Context: an optimization exercise on an open-source flow, tuned for small area, a short achievable clock period and few clock cycles per item. The choices shown serve that exercise and are no tape-out recipe.
At most, simulation tests tie the RTL to the original design; equivalence was not proved.
Power is estimated from default activity; no workload was simulated.

// freq_counter
module freq_counter (
    input  wire        clk,
    input  wire        rst,           
    input  wire        cmd_valid,
    output wire        cmd_ready,
    input  wire [7:0]  cmd_opc,
    input  wire [7:0]  cmd_sym,
    input  wire        in_valid,
    output wire        in_ready,
    input  wire [31:0] in_data,       
    input  wire [2:0]  in_nbytes,     
    input  wire        in_last,       
    input  wire        in_err,        
    output reg         done,
    output reg  [3:0]  err,
    output reg  [15:0] result,
    output reg         freq_valid
);
    localparam [7:0] OPC_NOP   = 8'h00;
    localparam [7:0] OPC_CLEAR = 8'h30;
    localparam [7:0] OPC_COUNT = 8'h31;
    localparam [7:0] OPC_READ  = 8'h32;
    localparam [7:0] OPC_TOTAL = 8'h33;
    localparam [3:0] ERR_NONE     = 4'd0;
    localparam [3:0] ERR_IO       = 4'd1;
    localparam [3:0] ERR_ILLEGAL  = 4'd4;
    localparam [3:0] ERR_OVERFLOW = 4'd7;
    localparam NR = 32;    
    localparam S  = 8;     
    localparam LW = 5;     
    localparam HW = 7;     
    localparam NX = 15;    
    reg  [2:0]  t;             
    reg  [3:0]  clr_cnt;       
    reg         streaming;     
    reg  [15:0] acc;           
    reg  [15:0] total;
    reg         in_ready_q;
    reg         cmd_ready_q;
    reg         slot_v;
    reg         slot_ill, slot_clear, slot_count, slot_read, slot_total;
    reg  [7:0]  slot_sym;
    reg  [31:0] slot_ring;     
    reg  [15:0] lan [0:3];     
    reg  [15:0] lbn [0:3];     
    reg         bq_v;          
    reg  [2:0]  bq_n;
    reg         bq_last, bq_err;
    reg         settle;        
    assign cmd_ready = cmd_ready_q;
    assign in_ready  = in_ready_q;
    wire cmd_fire = cmd_valid && cmd_ready_q;
    wire in_fire  = in_valid && in_ready_q;
    wire        c_read  = (cmd_opc == OPC_READ);
    wire        c_zsym  = (cmd_sym == 8'd0);
    wire        c_clear = c_zsym && (cmd_opc == OPC_CLEAR);
    wire        c_count = c_zsym && (cmd_opc == OPC_COUNT);
    wire        c_total = c_zsym && (cmd_opc == OPC_TOTAL);
    wire        c_nop   = c_zsym && (cmd_opc == OPC_NOP);
  ...
For scale: roughly 9700 cells after synthesis, roughly 4000 flip-flops, ~81 I/O pins, ~0.13 sq mm of cells after synthesis.
make LEC_CHECK=0 CAP_MARGIN=20 CORE_MARGIN=2 CORE_UTILIZATION=55 CTS_CLUSTER_DIAMETER=100 CTS_CLUSTER_SIZE=25 PLACE_DENSITY=0.65 SETUP_SLACK_MARGIN=5.0 SLEW_MARGIN=20 finish   # period 8.0 ns
run.sh (not shown) runs the stock make flow with config.mk's settings and CLKGATE_MAP_FILE= SYNTH_SCRIPT=/design/flow/synth_recipe.tcl, a recipe that flattens the netlist after the stock synthesis.
The starting point completed with no timing, DRC or antenna violations.
Edit:
--- a/flow/design.v
+++ b/flow/design.v
@@ -202,32 +202,31 @@
     endgenerate
     wire [3:0] rd_ext  = rx_part[NX];
     wire       rd_wait = pv && (pb == slot_sym);    
     wire [HW+LW:0] rd_part [0:NR];
     assign rd_part[0] = {(HW+LW+1){1'b0}};
     generate
         for (g = 0; g < NR; g = g + 1) begin : rsel
             assign rd_part[g+1] = rd_part[g] |
                                   ({(HW+LW+1){cur_ring[g]}} & {tap_hp[g], tap_hi[g], tap_low[g]});
         end
     endgenerate
     wire [HW+LW:0] rd_ent = rd_part[NR];
-    wire        rd_shp = |(slot_ring & tap_hp);      
-    wire [3:0]  rd_top = slot_v ? rd_ext + {3'd0, rd_shp | rd_wait}
+    wire [3:0]  rd_top = slot_v ? rd_ext + {3'd0, rd_ent[HW+LW] | rd_wait}
                                 : {3'd0, rd_ent[HW+LW]};
     wire [15:0] rd_val = {rd_top, rd_ent[HW+LW-1:0]};
     wire       streaming_n = !rst && (streaming ? !(in_fire && (in_last || in_err)) && !bq_end
-                                                : (exec && slot_count));
+                                                : (go && cur_count));
     wire [3:0] clr_cnt_n   = rst ? S[3:0] :
-                             ((exec && (slot_count || slot_clear)) || fail) ? S[3:0] :
+                             ((go && (cur_count || cur_clear)) || fail) ? S[3:0] :
                              clearing ? clr_cnt - 4'd1 : 4'd0;
     wire       slot_v_n    = !rst && ((cmd_fire && !direct) || (slot_v && !exec));
     always @(posedge clk) begin
         t           <= rst ? 3'd0 : t + 3'd1;
         clr_cnt     <= clr_cnt_n;
         streaming   <= streaming_n;
         slot_v      <= slot_v_n;
         cmd_ready_q <= !slot_v_n;
         in_ready_q  <= streaming_n && (clr_cnt_n <= 4'd1) && !(in_fire && near);
         if (cmd_fire) begin
             slot_ill   <= c_ill;
             slot_clear <= c_clear;
@@ -270,24 +269,29 @@
                     result     <= acc_sum[15:0];
                     total      <= acc_sum[15:0];
                     freq_valid <= 1'b1;
                 end else begin
                     result     <= 16'd0;
                     total      <= 16'd0;
                     freq_valid <= 1'b0;
                 end
             end
             if (go) begin
                 done   <= !cur_count;
                 err    <= cur_ill ? ERR_ILLEGAL : ERR_NONE;
-                result <= (cur_ill || !(cur_read || cur_total)) ? 16'd0 :
-                          cur_read ? rd_val : total;
-            end
-            if (exec && !slot_ill && (slot_clear || slot_count)) begin
-                total      <= 16'd0;
-                freq_valid <= 1'b0;
-            end
-            if (exec && !slot_ill && slot_count)
-                acc <= 16'd0;
+                result <= 16'd0;
+                if (!cur_ill) begin
+                    if (cur_clear || cur_count) begin
+                        total      <= 16'd0;
+                        freq_valid <= 1'b0;
+                    end
+                    if (cur_count)
+                        acc <= 16'd0;
+                    if (cur_read)
+                        result <= rd_val;
+                    if (cur_total)
+                        result <= total;
+                end
+            end
         end
     end
 endmodule
After rerunning:
- The new run went through all stages and came out clean
- worst setup slack degrades by 0.37 ns
- core utilization went down by 0.31 points
- final cell count decreases by 0.60%
- register-to-register slack gets worse by 0.35 ns
- non-clock buffer count drops by 52
- combinational power rose by about 20%
- wire length came out lower by about 3.8%
- cell area decreases by 0.51%
No run of this note included a check of the RTL's function; only the layout flow was run.

* * *

the reference run:
Another version of the RTL of freq_counter (not shown whole).
Size: roughly 9600 cells after synthesis, ~4000 flip-flops, roughly 81 I/O pins, ~130000 um2 of cells after synthesis.
make LEC_CHECK=0 CAP_MARGIN=20 CORE_MARGIN=2 CORE_UTILIZATION=55 CTS_CLUSTER_DIAMETER=100 CTS_CLUSTER_SIZE=25 PLACE_DENSITY=0.65 SETUP_SLACK_MARGIN=5.0 SLEW_MARGIN=20 finish   # period 8.0 ns
Testbench counts of the reference run, summed over its fixed seeds: cycles 28,776, bytes 62,843.
Modified inputs, the trial run compared to the reference run
-- flow/design.v --
<<< the reference run, line 266
                    freq_valid <= 1'b0;
                end
            end
            if (exec) begin
                done   <= !slot_count;
                err    <= slot_ill ? ERR_ILLEGAL : ERR_NONE;
                result <= 16'd0;
                if (!slot_ill) begin
                    if (slot_clear || slot_count) begin
                        total      <= 16'd0;
                        freq_valid <= 1'b0;
                    end
                    if (slot_count)
                        acc <= 16'd0;
                    if (slot_read)
                        result <= rd_val;
                    if (slot_total)
                        result <= total;
                end
            end
        end
>>> the trial run, line 266
                    freq_valid <= 1'b0;
                end
            end else begin
                err    <= slot_ill ? ERR_ILLEGAL : ERR_NONE;
                result <= (slot_ill || !(slot_read || slot_total)) ? 16'd0 :
                          slot_read ? rd_val : total;
            end
            if (exec) begin
                done <= !slot_count;
                if (!slot_ill && (slot_clear || slot_count)) begin
                    total      <= 16'd0;
                    freq_valid <= 1'b0;
                end
                if (!slot_ill && slot_count)
                    acc <= 16'd0;
            end
        end
## What came out
- The trial run finished every stage and its layout cleared the timing, design-rule and antenna checks.
- Comparing the trial run and the reference run, the lower post-synthesis compound-gate area fraction is on the trial run.
- Per the comparison of the trial run with the reference run, post-synthesis to final-layout area growth roughly the same, met2 wire length went down.
- The run showing the greater initial antenna violation count is the trial run.
- From the reference run to the trial run the numbers moved as follows: via count barely changed, die outline height barely changed, post-synthesis share of cell area spent on full adders, half adders and majority gates barely changed.
- Wire length reported by the detailed router on the trial run is down relative to the reference run.
- The DRC violation total after the first TritonRoute iteration of the trial run is higher than that of the reference run.
- Summary of the trial run over the reference run: maximum frequency saw little to no change, design area level.
For the trial run, only the layout was checked, not whether the RTL still works.

re-timing with driven ports:
Ports are ideal in the flow. The routed layouts listed here were re-timed in OpenROAD.
Step 1, drivers: a clkbuf_16 drives clk and a buf_2 each remaining input, both assumed.
Step 2, shift: input delay + t, output delay - t, t = (earliest + latest rising clock arrival at the registers) / 2. This alone moves slack from input paths to output paths.
a / b / c = no drivers / after step 1 / after step 2; a / b = the first two.
run | t, ns | slack for setup (ns) | latest minus earliest clock arrival (ns) | worst slew at a driven data input, ns
the first run of note 1 | 0.962 | 4.756 / 4.822 / 3.860 | 0.076 / 0.076 | 0.17
the second run of note 1 | 0.956 | 4.384 / 4.375 / 3.419 | 0.056 / 0.056 | 0.21
the reference run | 0.958 | 4.990 / 4.937 / 4.280 | 0.048 / 0.048 | 0.14
the trial run | 0.948 | 4.984 / 4.963 / 4.234 | 0.055 / 0.055 | 0.13
After both steps every run listed still meets setup and hold. For the second run of note 1, which loses most, drivers alone change the setup slack by -0.009 ns; drivers and shift together by -0.965 ns.
